This design comes from an exercise in tuning for small area on the open sky130 flow, not from production work. Only simulation tests tie the RTL to the original design; equivalence was not proved. Power and IR drop assume default switching activity.

==> flow/design.v <==
module ppc (
    input  wire        clk,
    input  wire        rst,
    input  wire        bus_sel,
    input  wire        bus_write,
    input  wire [11:0] bus_addr,
    input  wire [31:0] bus_wdata,
    output reg  [31:0] bus_rdata,
    output wire        bus_ready,
    output wire        irq
);
    localparam integer NP = 36;
    localparam [1:0] PH_IDLE = 2'd0, PH_RUN = 2'd1, PH_SNAP = 2'd2, PH_DONE = 2'd3;
    localparam [2:0] E_ILLEGAL = 3'd1, E_STATE = 3'd2, E_SIZE = 3'd3, E_FULL = 3'd4;
    localparam [1:0] K_GRAY = 2'd0, K_BLUR = 2'd1, K_SOBEL = 2'd2;
    reg  [1:0]  phase;
    reg         wsel;
    reg  [11:0] w, h;
    reg         nz;               
    reg  [15:0] stages;           
    reg  [3:0]  stage_cnt;
    reg  [3:0]  stage_ptr;
    reg  [31:0] pix_xy;
    reg  [23:0] pix_data;
    reg  [31:0] scl_in;
    reg  [23:0] scl_out;          
    reg  [2:0]  irq_en;
    reg  [2:0]  irq_status;
    reg  [2:0]  err_code;
    reg  [7:0]  err_op;
    reg  [24*NP-1:0] b0;
    reg  [8*NP-1:0]  b1;
    wire [23:0] head0 = b0[23:0];
    wire [7:0]  head1 = b1[7:0];
    reg  [5:0]  p, cx, cy;
    reg         clr;              
    assign irq = |(irq_status & irq_en);
    wire [5:0] w6 = w[5:0], h6 = h[5:0];
    wire [5:0] cx1    = cx + 6'd1;
    wire [5:0] cy1    = cy + 6'd1;
    wire       lastx  = (cx1 == w6);
    wire       lasty  = (cy1 == h6);
    wire       in_img = (cy < h6);
    wire       p_wrap = (p == NP - 1);
    wire [9:0]  word   = bus_addr[11:2];
    wire        wr     = bus_sel & bus_write;
    wire        cmd_wr = wr && (word == 10'h001);
    wire [7:0]  op     = bus_wdata[31:24];
    wire [23:0] opnd   = bus_wdata[23:0];
    wire h_in    = nz && (pix_xy[15:6] == 10'd0) && (pix_xy[31:22] == 10'd0) &&
                   (pix_xy[5:0] < w6) && (pix_xy[21:16] < h6);
    wire h_match = (cx == pix_xy[5:0]) && (cy == pix_xy[21:16]);
    reg        c_illegal;
    reg        c_state;
    reg [2:0]  c_err;
    wire [11:0] iw = opnd[11:0], ih = opnd[23:12];
    reg  [5:0]  hmax;
    always @* begin
        case (iw[5:0])
            6'd1: hmax = 6'd36;  6'd2: hmax = 6'd18;  6'd3: hmax = 6'd12;
            6'd4: hmax = 6'd9;   6'd5: hmax = 6'd7;   6'd6: hmax = 6'd6;
            6'd7: hmax = 6'd5;   6'd8, 6'd9: hmax = 6'd4;
            6'd10, 6'd11, 6'd12: hmax = 6'd3;
            6'd13, 6'd14, 6'd15, 6'd16, 6'd17, 6'd18: hmax = 6'd2;
            default: hmax = (iw[5:0] <= 6'd36) ? 6'd1 : 6'd0;
        endcase
    end
    wire init_big = (iw != 12'd0) && (ih != 12'd0) &&
                    (iw[11:6] != 6'd0 || ih[11:6] != 6'd0 || ih[5:0] > hmax);
    always @* begin
        c_illegal = 1'b0;
        c_state   = 1'b0;
        c_err     = 3'd0;
        case (op)
            8'h00, 8'h03, 8'h04, 8'h10, 8'h11, 8'h20, 8'h21, 8'h22:
                c_illegal = (opnd != 24'd0);
            8'h01: c_illegal = 1'b0;
            8'h02: c_illegal = (opnd[23:2] != 22'd0) || (opnd[1:0] == 2'd3);
            default: c_illegal = 1'b1;
        endcase
        case (op)
            8'h01: c_state = (phase == PH_RUN) || (phase == PH_SNAP);
            8'h02: c_state = (phase != PH_IDLE);
            8'h03: c_state = (phase != PH_IDLE);
            8'h04: c_state = (phase != PH_SNAP);
            8'h10: c_state = (phase == PH_RUN);
            8'h11: c_state = (phase != PH_IDLE);
            default: c_state = 1'b0;
        endcase
        if (c_illegal)
            c_err = E_ILLEGAL;
        else if (c_state)
            c_err = E_STATE;
        else if (op == 8'h01 && init_big)
            c_err = E_SIZE;
        else if (op == 8'h02 && stage_cnt[3])
            c_err = E_FULL;
    end
    wire c_ok = cmd_wr && (c_err == 3'd0);
    wire pix_cmd  = c_ok && (op == 8'h10 || op == 8'h11);
    wire sg_need;                 
    wire sg_rdone;                
    wire pix_wait = pix_cmd && h_in && !(h_match && !sg_need) && !sg_rdone;
    wire init_cmd  = c_ok && (op == 8'h01);
    wire init_wait = init_cmd && !(clr && p_wrap);
    assign bus_ready = !pix_wait && !init_wait;
    wire do_init = init_cmd && clr && p_wrap;
    wire do_add  = c_ok && op == 8'h02;
    wire do_exec = c_ok && op == 8'h03;
    wire do_ack  = c_ok && op == 8'h04;
    wire do_pixr = c_ok && op == 8'h10 && !pix_wait;
    wire do_pixw = c_ok && op == 8'h11 && h_in && h_match;
    wire rd_go   = c_ok && op == 8'h10 && h_in && h_match;
    wire do_scl  = c_ok && (op == 8'h20 || op == 8'h21 || op == 8'h22);
    wire signed [31:0] sin = scl_in;
    reg [23:0] scl_res;
    always @* begin
        case (op[1:0])
            2'd0: scl_res = scl_in[31:8];
            2'd1: scl_res = scl_in[31] ? 24'd0 : ((scl_in[30:8] != 23'd0) ? 24'd255 : {16'd0, scl_in[7:0]});
            default: scl_res = scl_in[31:8] + {23'd0, scl_in[31] && (scl_in[7:0] != 8'd0)};
        endcase
    end
    reg         tbusy;            
    reg         vbusy;            
    reg         pend, pdir, pboth;
    reg         mat;              
    reg         cpy;              
    reg         sg_on, sg_rd;     
    reg  [2:0]  sg_j;             
    reg         started;          
    reg  [1:0]  k;                
    reg  [5:0]  tx, ty;           
    reg  [11:0] acc;
    reg         s1, s2;           
    wire [1:0]  kern  = stages[{stage_ptr[2:0], 1'b0} +: 2];
    wire        blur  = (kern == K_BLUR);
    wire [23:0] h0e  = head0;
    wire [7:0]  sr   = wsel ? head1 : h0e[7:0];
    wire [5:0]  dxm = cx - tx;
    wire [5:0]  dym = cy - ty;
    wire dx_m = (dxm == 6'h3F), dx_z = (dxm == 6'd0), dx_p = (dxm == 6'd1);
    wire dy_m = (dym == 6'h3F), dy_z = (dym == 6'd0), dy_p = (dym == 6'd1);
    wire nbr  = (dx_m | dx_z | dx_p) & (dy_m | dy_z | dy_p) & in_img;
    wire at_t = dx_z & dy_z;
    reg        a_neg, a_zero, a_sh1, a_sh2;
    always @* begin
        a_neg = 1'b0; a_zero = 1'b0; a_sh1 = 1'b0; a_sh2 = 1'b0;
        if (blur) begin
            a_sh1 = dx_z ^ dy_z;
            a_sh2 = dx_z & dy_z;
        end else if (k == 2'd0) begin           
            a_zero = dx_z;
            a_neg  = dx_m;
            a_sh1  = dy_z;
        end else if (k == 2'd1) begin           
            a_zero = dy_z;
            a_neg  = dy_m;
            a_sh1  = dx_z;
        end else begin                          
            a_zero = (dx_z & dy_z) | (!dx_z && !dy_z && ((dx_m ^ s1) != (dy_m ^ s2)));
            a_neg  = dx_z ? (dy_m ^ s2) : (dx_m ^ s1);
        end
    end
    wire [11:0] mag = a_zero ? 12'd0 : (a_sh2 ? {2'd0, sr, 2'd0} : a_sh1 ? {3'd0, sr, 1'd0} : {4'd0, sr});
    wire [11:0] nb  = acc + (a_neg ? ~mag : mag) + {11'd0, a_neg};
    wire [7:0]  sob_v = (nb[11:7] != 5'd0) ? 8'd255 : {nb[6:0], 1'b0};
    wire interior  = (cx != 6'd0) && (cy != 6'd0) && !lastx && !lasty;
    wire last_pass = blur || (k == 2'd2);
    wire [7:0] rbits, gbits, bbits;
    assign rbits[0] = h0e[0];
    assign gbits[0] = h0e[8];
    assign bbits[0] = h0e[16];
    genvar gj;
    generate
        for (gj = 1; gj < 8; gj = gj + 1) begin : sgtap
            assign rbits[gj] = b0[(NP - gj) * 24 + gj];
            assign gbits[gj] = b0[(NP - gj) * 24 + 8 + gj];
            assign bbits[gj] = b0[(NP - gj) * 24 + 16 + gj];
        end
    endgenerate
    wire [2:0] sj = sg_on ? sg_j : 3'd0;
    reg  [8:0] ga;
    always @* begin
        case ({bbits[sj], gbits[sj], rbits[sj]})
            3'd0: ga = 9'd0;
            3'd1: ga = 9'd77;
            3'd2: ga = 9'd150;
            3'd3: ga = 9'd227;
            3'd4: ga = 9'd29;
            3'd5: ga = 9'd106;
            3'd6: ga = 9'd179;
            default: ga = 9'd256;
        endcase
    end
    wire [9:0] sg_sum  = {2'd0, sg_on ? acc[7:0] : 8'd0} + {1'd0, ga};
    wire [7:0] sg_v    = sg_sum[8:1];
    wire       sg_last = sg_on && (sg_j == 3'd7);
    assign sg_need  = pend && !pdir && (op == 8'h10);
    assign sg_rdone = sg_last && sg_rd;
    wire       sg_go_rd = rd_go && sg_need && !sg_on;
    wire       sg_go_bg = mat && !sg_on && (p == tx);
    wire       sg_step  = sg_on || sg_go_rd || sg_go_bg;
    wire w1 = (w6 == 6'd1), h1 = (h6 == 6'd1);
    wire tiny = (w1 && h6[5:3] == 3'd0 && h6[2:0] <= 3'd4) ||
                (h1 && w6[5:3] == 3'd0 && w6[2:0] <= 3'd4) ||
                (w6 == 6'd2 && h6 == 6'd2);
    wire [1:0] tiny_last = w1 ? h6[1:0] - 2'd1 : h1 ? w6[1:0] - 2'd1 : 2'd3;
    wire cap      = tbusy && !started && in_img;       
    wire pass_end = tbusy && started && at_t;
    wire t_write  = pass_end && last_pass;
    wire t_done   = t_write && lastx && lasty;
    wire g_done   = vbusy && (sg_j == (tiny ? {1'b0, tiny_last} : 3'd7));
    wire nz_img     = nz;
    wire eng_run    = (phase == PH_RUN);
    wire eng_finish = eng_run && (stage_ptr == stage_cnt);
    wire eng_want   = eng_run && !tbusy && !vbusy && (stage_ptr != stage_cnt);
    wire g_start    = eng_want && nz_img && (kern == K_GRAY);
    wire t_start    = eng_want && nz_img && (kern != K_GRAY) && p_wrap && !pend;
    wire e_swap     = eng_want && !nz_img;
    wire eng_swap   = g_done || t_done || e_swap;
    wire mat_req    = eng_want && nz_img && (kern != K_GRAY) && pend;
    wire mat_done   = mat && (tx == 6'd36) && !sg_on;
    wire t_wr  = t_write && (blur || interior || stage_ptr == 4'd0);
    wire [7:0] t_val = blur ? nb[11:4] : interior ? sob_v : 8'd0;
    reg [23:0] ins0;
    reg [7:0]  ins1;
    always @* begin
        ins0 = clr ? 24'd0 : h0e;
        ins1 = head1;
        if (do_pixw)
            ins0 = pix_data;
        if (t_wr) begin
            if (wsel) ins0 = {t_val, t_val, t_val};
            else      ins1 = t_val;
        end
        if (cpy)
            ins0 = {head1, head1, head1};
    end
    wire [24*NP-1:0] b0n = {ins0, b0[24*NP-1:24]};
    reg  [8*NP-1:0]  b1n;
    always @* begin
        b1n = {ins1, b1[8*NP-1:8]};
        if (sg_last && !sg_rd)
            b1n[(NP - 8) * 8 +: 8] = sg_v;
    end
    always @(posedge clk) begin
        b0 <= b0n;
        b1 <= b1n;
    end
    wire [23:0] rpix = !h_in ? 24'd0 :
                       sg_rdone ? {sg_v, sg_v, sg_v} :
                       (wsel || pend) ? {head1, head1, head1} : h0e;
    always @(posedge clk) begin
        if (rst) begin
            phase      <= PH_IDLE;
            wsel       <= 1'b0;
            w          <= 12'd0;
            h          <= 12'd0;
            nz         <= 1'b0;
            stage_cnt  <= 4'd0;
            stage_ptr  <= 4'd0;
            pix_xy     <= 32'd0;
            pix_data   <= 24'd0;
            scl_in     <= 32'd0;
            scl_out    <= 24'd0;
            irq_en     <= 3'd0;
            irq_status <= 3'd0;
            err_code   <= 3'd0;
            err_op     <= 8'd0;
            tbusy      <= 1'b0;
            vbusy      <= 1'b0;
            pend       <= 1'b0;
            mat        <= 1'b0;
            cpy        <= 1'b0;
            sg_on      <= 1'b0;
            clr        <= 1'b0;
            p          <= 6'd0;
            cx         <= 6'd0;
            cy         <= 6'd0;
        end else begin
            if ((init_cmd && !clr) || p_wrap) begin
                p  <= 6'd0;
                cx <= 6'd0;
                cy <= 6'd0;
            end else begin
                p <= p + 6'd1;
                if (lastx) begin
                    cx <= 6'd0;
                    cy <= cy1;
                end else
                    cx <= cx1;
            end
            if (init_cmd && !clr)
                clr <= 1'b1;
            if (do_init)
                clr <= 1'b0;
            if (wr) begin
                case (word)
                    10'h004: pix_xy   <= bus_wdata;
                    10'h005: pix_data <= bus_wdata[23:0];
                    10'h006: scl_in   <= bus_wdata;
                    10'h008: irq_en   <= bus_wdata[2:0];
                    10'h009: begin
                        irq_status <= irq_status & ~bus_wdata[2:0];
                        if (bus_wdata[2]) begin
                            err_code <= 3'd0;
                            err_op   <= 8'd0;
                        end
                    end
                    default: ;
                endcase
            end
            if (cmd_wr && c_err != 3'd0) begin
                err_code      <= c_err;
                err_op        <= op;
                irq_status[2] <= 1'b1;
            end
            if (do_add)
                stage_cnt <= stage_cnt + 4'd1;
            if (do_exec) begin
                stage_ptr <= 4'd0;
                phase     <= PH_RUN;
            end
            if (do_ack)
                phase <= PH_RUN;
            if (do_pixr)
                pix_data <= rpix;
            if (do_scl)
                scl_out <= scl_res;
            if (sg_go_rd || sg_go_bg) begin
                sg_on <= 1'b1;
                sg_rd <= sg_go_rd;
            end
            if (sg_last)
                sg_on <= 1'b0;
            if (eng_finish) begin
                phase         <= PH_DONE;
                irq_status[1] <= 1'b1;
            end
            if (t_start)
                tbusy <= 1'b1;
            if (t_done)
                tbusy <= 1'b0;
            if (g_start) begin
                vbusy <= 1'b1;
                if (!pend) begin
                    pend  <= 1'b1;
                    pdir  <= wsel;
                    pboth <= 1'b0;
                end else
                    pboth <= 1'b1;
            end
            if (g_done)
                vbusy <= 1'b0;
            if (mat_req && !pdir && !mat)
                mat <= 1'b1;
            if (mat_done) begin
                mat <= 1'b0;
                if (pboth)
                    pdir <= 1'b1;
                else
                    pend <= 1'b0;
            end
            if (mat_req && pdir && p_wrap)
                cpy <= 1'b1;
            if (cpy && p_wrap) begin
                cpy  <= 1'b0;
                pend <= 1'b0;
            end
            if (eng_swap) begin
                wsel          <= ~wsel;
                stage_ptr     <= stage_ptr + 4'd1;
                phase         <= PH_SNAP;
                irq_status[0] <= 1'b1;
            end
            if (do_init) begin
                w         <= opnd[11:0];
                h         <= opnd[23:12];
                nz        <= (iw != 12'd0) && (ih != 12'd0);
                wsel      <= 1'b0;
                stage_cnt <= 4'd0;
                stage_ptr <= 4'd0;
                phase     <= PH_IDLE;
                tbusy     <= 1'b0;
                vbusy     <= 1'b0;
                pend      <= 1'b0;
                mat       <= 1'b0;
                cpy       <= 1'b0;
                sg_on     <= 1'b0;
            end
        end
    end
    always @(posedge clk)
        if (!rst && do_add)
            stages[{stage_cnt[2:0], 1'b0} +: 2] <= opnd[1:0];
    always @(posedge clk) begin
        sg_j <= (sg_on || vbusy) ? sg_j + 3'd1 : g_start ? 3'd0 : 3'd1;
        if (sg_step)
            acc[7:0] <= sg_v;
        if (mat_req && !pdir && !mat)
            tx <= 6'd0;
        if (sg_go_bg)
            tx <= tx + 6'd1;
        if (rst || !tbusy) begin
            started <= 1'b0;
            k       <= 2'd0;
        end else if (cap) begin
            started <= 1'b1;
            tx      <= cx;
            ty      <= cy;
            acc     <= 12'd0;
        end else if (pass_end) begin
            acc <= 12'd0;
            if (k == 2'd0) s1 <= nb[11];
            if (k == 2'd1) s2 <= nb[11];
            if (last_pass) begin
                k       <= 2'd0;
                started <= 1'b0;
            end else
                k <= k + 2'd1;
        end else if (started && nbr) begin
            acc <= nb;
        end
    end
    always @* begin
        bus_rdata = 32'd0;
        case (word)
            10'h000: bus_rdata = 32'h4950_4507;
            10'h002: bus_rdata = {err_op, 4'd0, stage_cnt, 4'd0, stage_ptr, 1'b0, err_code, 1'b0, wsel, phase};
            10'h003: bus_rdata = {8'd0, h, w};
            10'h004: bus_rdata = pix_xy;
            10'h005: bus_rdata = {8'd0, pix_data};
            10'h006: bus_rdata = scl_in;
            10'h007: bus_rdata = {{8{scl_out[23]}}, scl_out};
            10'h008: bus_rdata = {29'd0, irq_en};
            10'h009: bus_rdata = {29'd0, irq_status};
            10'h00A: bus_rdata = 32'h0000_2408;
            default:
                if (word[9:3] == 7'h08 && {1'b0, word[2:0]} < stage_cnt)
                    bus_rdata = {30'd0, stages[{word[2:0], 1'b0} +: 2]};
        endcase
    end
endmodule
==> flow/run.sh <==
#!/bin/bash
# synth_recipe.tcl (not shown) runs the flow's synth.tcl, then flattens the netlist and writes it again
# the make line also repeats each setting of config.mk as NAME=value (left out here)
make -C /OpenROAD-flow-scripts/flow DESIGN_CONFIG=/design/flow/config.mk WORK_HOME=/design/flow/orfs CLKGATE_MAP_FILE= SYNTH_SCRIPT=/design/flow/synth_recipe.tcl finish
==> flow/config.mk <==
export PLATFORM = sky130hd
export DESIGN_NAME = ppc
export DESIGN_NICKNAME = ppc
export VERILOG_FILES = /design/flow/design.v
export SDC_FILE = /design/flow/constraint.sdc
export NUM_CORES = 4
export LEC_CHECK = 0
export CAP_MARGIN = 20
export CORE_MARGIN = 2
export CORE_UTILIZATION = 60
export CTS_CLUSTER_DIAMETER = 70
export CTS_CLUSTER_SIZE = 32
export PLACE_DENSITY = 0.75
export SLEW_MARGIN = 20
==> flow/constraint.sdc <==
create_clock -name core_clock -period 18.0 [get_ports {clk}]
set_input_delay 3.6000 -clock core_clock [delete_from_list [all_inputs] [get_ports {clk}]]
set_output_delay 3.6000 -clock core_clock [all_outputs]
set_load 0.01 [all_outputs]
==> insert_results.sql, run 1 <==
INSERT INTO impl_metrics (metric_group, metric, value, unit) VALUES
('sta', 'maxSlewViolCount', '0', ''),
('drt', 'detail-route-antenna-nets', '0', ''),
('yosys', 'syn-mean-instance-area', '11.95', 'µm²'),
('hold_path', 'worst_hold_startpoint', 'b0[119]$_DFF_P_', ''),
('floorplanning', 'start_util', '60.75', '%'),
('power_and_ir_drop', 'cell_internal_pwr', '0.003838', 'W'),
('finish', 'layout_cells_sized_above_1', '5.999', '%'),
('yosys', 'number_of_flops_mapped_to_enable_cells_by_yosys', '31', ''),
('finish', 'commonest_non_fill_non_tap_cell_in_the_layout', 'dfxtp_1', ''),
('run_status', 'status', 'no timing/DRC/antenna violations', ''),
('power_and_ir_drop', 'p_switching', '0.001129', 'W'),
('critical_path', 'r2r-end', 'b0[856]$_DFF_P_', ''),
('power_and_ir_drop', 'power_frac_seq', '62.9', '%'),
('hold_path', 'hold_depth', '0', ''),
('yosys', 'postSynth.topFlopCell', 'dfxtp_1', ''),
('critical_path', 'timing.critical_path.arrival', '8.14', 'ns'),
('sta', 'period_needed', '11.74', 'ns'),
('sta', 'max_slew.worst_pin.slew', '1.123', 'ns'),
('critical_path', 'r2r.worst_path.cells', '32', ''),
('placed_design', 'place.port_buffers', '79', ''),
('drt', 'route.final.wire_length', '102.4', 'mm'),
('drt', 'drt_drc_violations_left', '0', ''),
('yosys', 'syn-instance-count', '3349', ''),
('yosys', 'synth_fp_nets', '3484', ''),
('global_route', 'grt-busiest-layer', 'met2', ''),
('critical_path', 'cp_data_required_time', '14.40', 'ns'),
('placed_design', 'gp_congestion', '0.9932', ''),
('clock_network', 'clock_tree_from_tritoncts', 'done', ''),
('sta', 'finalHoldViolations', '0', ''),
('clock_network', 'clkSinkCount', '1393', ''),
('global_route', 'global_route_wire_length_before_repair', '154.0', 'mm'),
('drt', 'post_drt_via_cell_ratio', '5.815', ''),
('placed_design', 'dp_hpwl', '68.50', 'mm'),
('drt', 'wl_per_cell', '23.91', 'µm'),
('critical_path', 'critical_path_class', 'in2out', ''),
('finish', 'layout.nets', '3530', ''),
('clock_network', 'clock_insertion_delay_worst_skew', '0.69', 'ns'),
('global_route', 'grt_pass1_vias', '24360', ''),
('job', 'max_cap_violations', '0', ''),
('clock_network', 'cts.reportedPaths.clkPinSlew', '0.11', 'ns'),
('critical_path', 'rr_startpoint', 'tx[0]$_DFF_P_', ''),
('power_and_ir_drop', 'share_clk_of_total_power', '33.6', '%'),
('clock_network', 'cts_hold_buffers', '0', ''),
('hold_path', 'worst_hold_path.endpoint', 'b0[95]$_DFF_P_', ''),
('finish', 'area_growth', '8.950', '%'),
('floorplanning', 'dieArea', '68760', 'µm²'),
('power_and_ir_drop', 'share_comb_of_total_power', '3.5', '%'),
('global_route', 'grt_util_met3', '4.374', '%'),
('clock_network', 'cts_made_buffers', '60', ''),
('floorplanning', 'core', '65860', 'µm²'),
('finish', 'finish.instance_area', '43590', 'µm²'),
('global_route', 'global_route.usage.met1', '41.21', '%'),
('clock_network', 'cts.root.buffer_cell', 'clkbuf_16', ''),
('sta', 'highest_achievable_clock_rate', '0.08517', 'GHz'),
('floorplanning', 'fp.dieW', '262.2', 'µm'),
('sta', 'setup_viol_count_final', '0', ''),
('floorplanning', 'height_of_the_chip', '262.2', 'µm'),
('sta', 'maxSlewHeadroom', '25.10', '%'),
('yosys', 'ys_types', '96', ''),
('power_and_ir_drop', 'power_density', '113.9', 'nW/µm²'),
('sta', 'tns', '0', 'ns'),
('sta', 'fin_worst_skew', '0.04577', 'ns'),
('power_and_ir_drop', 'max-vdd-ir-drop', '0.1553', 'mV'),
('critical_path', 'critical_path_buf_inv_count', '2', ''),
('yosys', 'async_flop_share', '0', '%'),
('global_route', 'grt_usage', '29.37', '%'),
('global_route', 'antenna_violations_before_repair', '5', ''),
('critical_path', 'cp-end-kind', 'output port', ''),
('critical_path', 'crit_slowest_cell', 'nor2_2', ''),
('global_route', 'grt_util_met2', '46.42', '%'),
('finish', 'fillCellCount', '4621', '');
-- worst max-delay path by stage --
| stage | cells past startpoint | from | end |
|---|---|---|---|
| 5_1_grt | 10 | bus_addr[7] | bus_rdata[0] |
| 4_1_cts | 10 | bus_addr[7] | bus_rdata[1] |
| 2_1_floorplan | 15 | bus_wdata[0] | bus_ready |
| 6_report | 10 | bus_addr[7] | bus_rdata[0] |
| 3_5_place_dp | 10 | bus_addr[7] | bus_rdata[1] |
| 3_3_place_gp | 10 | bus_addr[7] | bus_rdata[1] |
-- stage by stage --
step                cells  setup WS, ns  hold slack [ns]  util [%]
floorplan            3349         8.122           0.3096         -
global placement     4197         6.475           0.3096     63.26
detailed placement   4197         6.390           0.3121     63.26
CTS                  4281         6.387           0.3205     66.17
global route         4281         6.124           0.3132     66.18
finish               4282         6.259           0.3178     66.18
-- state kept, by name (all words and copies together) (netlist names), 8 cells and up --
name / cells
h: 12
b0: 864
w: 12
b1: 288
err_op: 8
pix_xy: 32
pix_data: 24
acc: 12
stages: 16
scl_out: 24
scl_in: 32
-- Yosys cell counts, drive strengths merged, types with 19 or more instances --
master  number  area share (%)
xnor2       57             1.2
xor2        37            0.81
a21oi      192             2.4
a211oi      48            0.93
nor2b       27            0.42
a22oi       36            0.68
and2        27            0.42
nand2      364             3.5
a21o        26            0.49
dfxtp     1362              68
o21ai       96             1.2
a31oi       21            0.33
clkbuf     119             1.1
edfxtp      31             2.3
inv         85            0.80
and3        19            0.30
nand3       60            0.78
nor2       200             1.9
ha          83             2.6
mux2i       46             1.2
nor4        27            0.44
nor3        62            0.79
-- power groups by stage --
stage                     logic, W  clock network [W]  registers (W)
after detailed placement  0.000168                  0        0.00320
after global placement    0.000162                  0        0.00320
after floorplan           0.000109                  0        0.00319
after CTS                 0.000169            0.00168        0.00313
final                     0.000173            0.00167        0.00313
after global routing      0.000186            0.00178        0.00313
-- logic make-up after synthesis --
logic type	after synthesis	share of synthesized area, %
flip-flops	1393	70.48
AND/OR/NAND/NOR	902	10.63
AO/OA/AOI/OAI	584	9.676
buffers and inverters	218	2.117
XOR/XNOR	94	2.058
adder cells (fa/ha/maj)	87	2.796
multiplexers	71	2.248
-- routing by layer --
| layer | share of wire (%) | vias up |
|---|---|---|
| met1 | 43 | 12090 |
| met4 | 4.2 | 0 |
| li1 | - | 11500 |
| met3 | 7.7 | 248 |
| met5 | 0 | - |
| met2 | 46 | 1064 |
-- cell type report --
| class | count | area (µm²) | area share, % |
|---|---|---|---|
| inverters | 86 | 322.8 | 0.7405 |
| diodes | 1 | 2.502 | 0.005741 |
| clock inverters | 23 | 414.1 | 0.9501 |
| clock buffers | 61 | 1505 | 3.453 |
| repair buffers | 116 | 1061 | 2.434 |
| flip-flops and latches | 1393 | 28200 | 64.69 |
| well taps | 864 | 1081 | 2.480 |
| multi-input cells | 1738 | 11010 | 25.25 |
==> run 2, diff against run 1 <==
--- a/flow/config.mk
+++ b/flow/config.mk
@@ -7,8 +7,8 @@
 export LEC_CHECK = 0
 export CAP_MARGIN = 20
 export CORE_MARGIN = 2
-export CORE_UTILIZATION = 60
-export CTS_CLUSTER_DIAMETER = 70
-export CTS_CLUSTER_SIZE = 32
-export PLACE_DENSITY = 0.75
+export CORE_UTILIZATION = 65
+export CTS_CLUSTER_DIAMETER = 60
+export CTS_CLUSTER_SIZE = 28
+export PLACE_DENSITY = 0.8
 export SLEW_MARGIN = 20
==> insert_results.sql, run 2 <==
INSERT INTO impl_metrics (metric_group, metric, value, unit) VALUES
('yosys', 'ys_types', '96', ''),
('power_and_ir_drop', 'max-vdd-ir-drop', '0.1336', 'mV'),
('clock_network', 'cts_made_buffers', '68', ''),
('critical_path', 'critPathTopFamily', 'compound AO/OA/AOI/OAI gates', ''),
('floorplanning', 'height_of_the_chip', '252.1', 'µm'),
('sta', 'highest_achievable_clock_rate', '0.08586', 'GHz'),
('floorplanning', 'dieArea', '63550', 'µm²'),
('run_status', 'status', 'no timing/DRC/antenna violations', ''),
('critical_path', 'cp_data_required_time', '14.40', 'ns'),
('global_route', 'maximum_number_of_pins_on_one_net_before_global_route_repair', '100', ''),
('finish', 'layout_cells_sized_above_1', '6.193', '%'),
('yosys', 'synth_fp_nets', '3484', ''),
('critical_path', 'rr_startpoint', 'tx[0]$_DFF_P_', ''),
('clock_network', 'cts.reportedPaths.clkPinSlew', '0.10', 'ns'),
('power_and_ir_drop', 'power_density', '117.2', 'nW/µm²'),
('placed_design', 'place.port_buffers', '79', ''),
('yosys', 'post_synth_most_frequent_cells', 'dfxtp_1, nand2_1, nor2_1, a21oi_1, clkbuf_1', ''),
('global_route', 'grt_usage', '35.58', '%'),
('sta', 'setup_viol_count_final', '0', ''),
('drt', 'drt_drc_violations_left', '0', ''),
('drt', 'first_iter_violations', '3467', ''),
('sta', 'max_slew.worst_pin.slew', '1.172', 'ns'),
('clock_network', 'post_cts.repair.setup_buffers', '0', ''),
('finish', 'layout.cells.non_filler', '4209', ''),
('drt', 'post_drt_via_cell_ratio', '6.229', ''),
('sta', 'fin_worst_skew', '0.06362', 'ns'),
('floorplanning', 'io-pin-count', '82', ''),
('placed_design', 'place_inst', '4108', ''),
('finish', 'area_growth', '9.228', '%'),
('drt', 'first_pass_iters', '13', ''),
('sta', 'finalHoldViolations', '0', ''),
('sta', 'final.hold.worst_slack', '0.3202', 'ns'),
('sta', 'grt_setup_unrepaired', 'no', ''),
('clock_network', 'clock_insertion_delay_worst_skew', '0.68', 'ns'),
('sta', 'maxSlewHeadroom', '21.90', '%'),
('yosys', 'synth.most_common_cell', 'dfxtp_1', ''),
('drt', 'route.final.wire_length', '112.8', 'mm'),
('global_route', 'grt_pass1_vias', '25880', ''),
('finish', 'largest_register', 'b0', ''),
('floorplanning', 'start_util', '66.04', '%'),
('yosys', 'synthDominantCellAreaShare', '68.15', '%'),
('critical_path', 'worst_path_cell_trace', 'clkdlybuf4s50_1 -> buf_4 -> nor2_1 -> o21ai_0 -> a31oi_1 -> a221o_1 -> ha_1 -> nor2b_1 -> o21a_1 -> o21a_1 -> o21a_1 -> o21ai_0 -> a32oi_1 -> o41a_1 -> or3b_1 -> o21bai_1 -> clkdlybuf4s50_1', ''),
('yosys', 'synth_warnings', '1', ''),
('critical_path', 'crit_slowest_cell', 'or3b_1', ''),
('global_route', 'grt_overflow_total', '0', ''),
('critical_path', 'cp_slowest_stage_delay', '0.63', 'ns'),
('job', 'max_cap_violations', '0', ''),
('critical_path', 'critical_path_class', 'in2out', ''),
('drt', 'detail-route-antenna-nets', '0', ''),
('critical_path', 'critPathMostFrequentCell', 'o21a_1', ''),
('yosys', 'syn-instance-count', '3349', ''),
('critical_path', 'cp-end-kind', 'output port', ''),
('drt', 'wl_per_cell', '26.80', 'µm'),
('yosys', 'sequential_fraction_of_the_synthesis_area', '70.48', '%'),
('yosys', 'async_flop_share', '0', '%'),
('floorplanning', 'core', '60580', 'µm²'),
('power_and_ir_drop', 'p_leak', '16.59', 'nW'),
('critical_path', 'critPathMaxFanout', '22', ''),
('critical_path', 'timing.critical_path.arrival', '8.05', 'ns'),
('sta', 'period_needed', '11.65', 'ns'),
('hold_path', 'worst_hold_startpoint', 'b1[180]$_DFF_P_', ''),
('finish', 'commonest_non_fill_non_tap_cell_in_the_layout', 'dfxtp_1', ''),
('placed_design', 'dp_hpwl', '71.02', 'mm'),
('sta', 'tns', '0', 'ns'),
('yosys', 'number_of_flops_mapped_to_enable_cells_by_yosys', '31', ''),
('yosys', 'largest_cells_by_area_after_synthesis', 'dfxtp_1, nand2_1, ha_1', ''),
('yosys', 'syn-mean-instance-area', '11.95', 'µm²'),
('finish', 'reg.largest.list', 'b0 x864, b1 x288', ''),
('global_route', 'antenna_violations_before_repair', '11', ''),
('sta', 'maxSlewViolCount', '0', ''),
('finish', 'layout.nets', '3532', ''),
('hold_path', 'hp-class', 'reg2reg', ''),
('yosys', 'postSynth.topFlopCell', 'dfxtp_1', ''),
('clock_network', 'clock_tree_from_tritoncts', 'done', ''),
('global_route', 'global_route_wire_length_before_repair', '166.9', 'mm'),
('yosys', 'mappedNetlistArea', '40010', 'µm²'),
('clock_network', 'cts_repair_resized_insts', '0', ''),
('sta', 'period_share', '64.71', '%'),
('critical_path', 'crit_path_start', 'bus_wdata[1]', ''),
('floorplanning', 'row_count', '90', ''),
('finish', 'layout_common_cells', 'dfxtp_1, nand2_1, nor2_1', ''),
('clock_network', 'clk_path_buf_depth', '3', ''),
('critical_path', 'critical_path_buf_inv_count', '3', ''),
('clock_network', 'cts_hold_buffers', '0', ''),
('finish', 'largest_reg_flops', '864', ''),
('clock_network', 'cts.root.buffer_cell', 'clkbuf_16', ''),
('yosys', 'ys_seq_elements', '1393', ''),
('placed_design', 'gp_congestion', '0.9767', ''),
('floorplanning', 'fp.dieW', '252.1', 'µm'),
('power_and_ir_drop', 'power_total', '0.005121', 'W'),
('clock_network', 'clock_tree.htree_level_count', '3', ''),
('drt', 'num_vias', '26220', ''),
('clock_network', 'clkSinkCount', '1393', ''),
('yosys', 'synth_area_leader_cell', 'dfxtp_1', ''),
('critical_path', 'worst_setup_start_kind', 'primary input', '');
## run 2: layout make-up
type                       instances  area (µm²)
inverter                          86       322.8
multi-input combinational       1738       11020
clock inverter                    22       389.1
antenna                            4       10.01
fill                            3740       16880
tap                              782       978.4
clock buffer                      74        1765
sequential                      1393       28200
timing repair buffer             110        1023
## run 2: worst paths after layout
check / endpoint / slack, ns / cells past startpoint
setup / recovery: bus_ready / 6.35 / 17
hold / removal: b1[172]$_DFF_P_ / 0.32 / 0
setup reg to reg: b1[287]$_DFF_P_ / 8.93 / 30
hold reg to reg: b1[172]$_DFF_P_ / 0.32 / 0
## run 2: layer usage
metal  share of wire, %  global-route usage [%]  vias up
met5              0.063                       0        -
met4                6.7                   18.53       12
met3                9.9                   8.218      551
met2                 46                   58.59     1660
met1                 37                   43.92    12490
li1                   -                       -    11510
## run 2: cells by family (layout without fill, tap and decap cells)
logic type | after synthesis | count (layout) | share of synthesized area [%]
buf+inv | 218 | 292 | 2.117
compound gates | 584 | 584 | 9.676
fa+ha+maj | 87 | 87 | 2.796
xor+xnor | 94 | 94 | 2.058
simple gates | 902 | 902 | 10.63
mux | 71 | 71 | 2.248
flops | 1393 | 1393 | 70.48
other cells | 0 | 4 | 0
## run 2: stage by stage
step | instance area [µm²] | util (%) | setup slack, ns
2_1_floorplan | 40010 | - | 8.122
3_3_place_gp | 41500 | 68.50 | 6.461
3_5_place_dp | 41500 | 68.51 | 6.499
4_1_cts | 43660 | 72.07 | 6.458
5_1_grt | 43690 | 72.12 | 6.171
6_report | 43700 | 72.14 | 6.353
## run 2: power breakdown
part	leakage (nW)	switching (W)	internal, W
clock	1.04	0.00105	0.000767
combinational	4.30	0.000118	0.0000630
sequential	11.2	0.0000181	0.00311
total	16.6	0.00118	0.00394

-- what the ideal ports hide --
Ports are ideal in the flow. The routed layouts listed here were re-timed in OpenROAD.
Step 1 (the two cells are an assumption about what drives the block):
set clk [get_ports {clk}]
set_driving_cell -lib_cell sky130_fd_sc_hd__clkbuf_16 $clk
set_driving_cell -lib_cell sky130_fd_sc_hd__buf_2 [delete_from_list [all_inputs] $clk]
Step 2 also shifts input and output timing later by t, the mid clock arrival at the registers, as if the neighbouring blocks saw the same clock.
a / b / c = ideal ports / drivers / drivers and shift; a / b = the first two.
| run | shift t [ns] | setup WS [ns] | worst setup path after step 2 | worst register clock-pin slew, ns |
|---|---|---|---|---|
| run 1 | 0.733 | 6.259 / 6.227 / 6.227 | input to output | 0.12 / 0.12 |
| run 2 | 0.718 | 6.353 / 6.330 / 6.330 | input to output | 0.12 / 0.12 |
After both steps setup and hold are still met in every run listed. The setup slack of run 1, which loses most, moves by -0.032 ns with the drivers and by -0.032 ns with both steps.
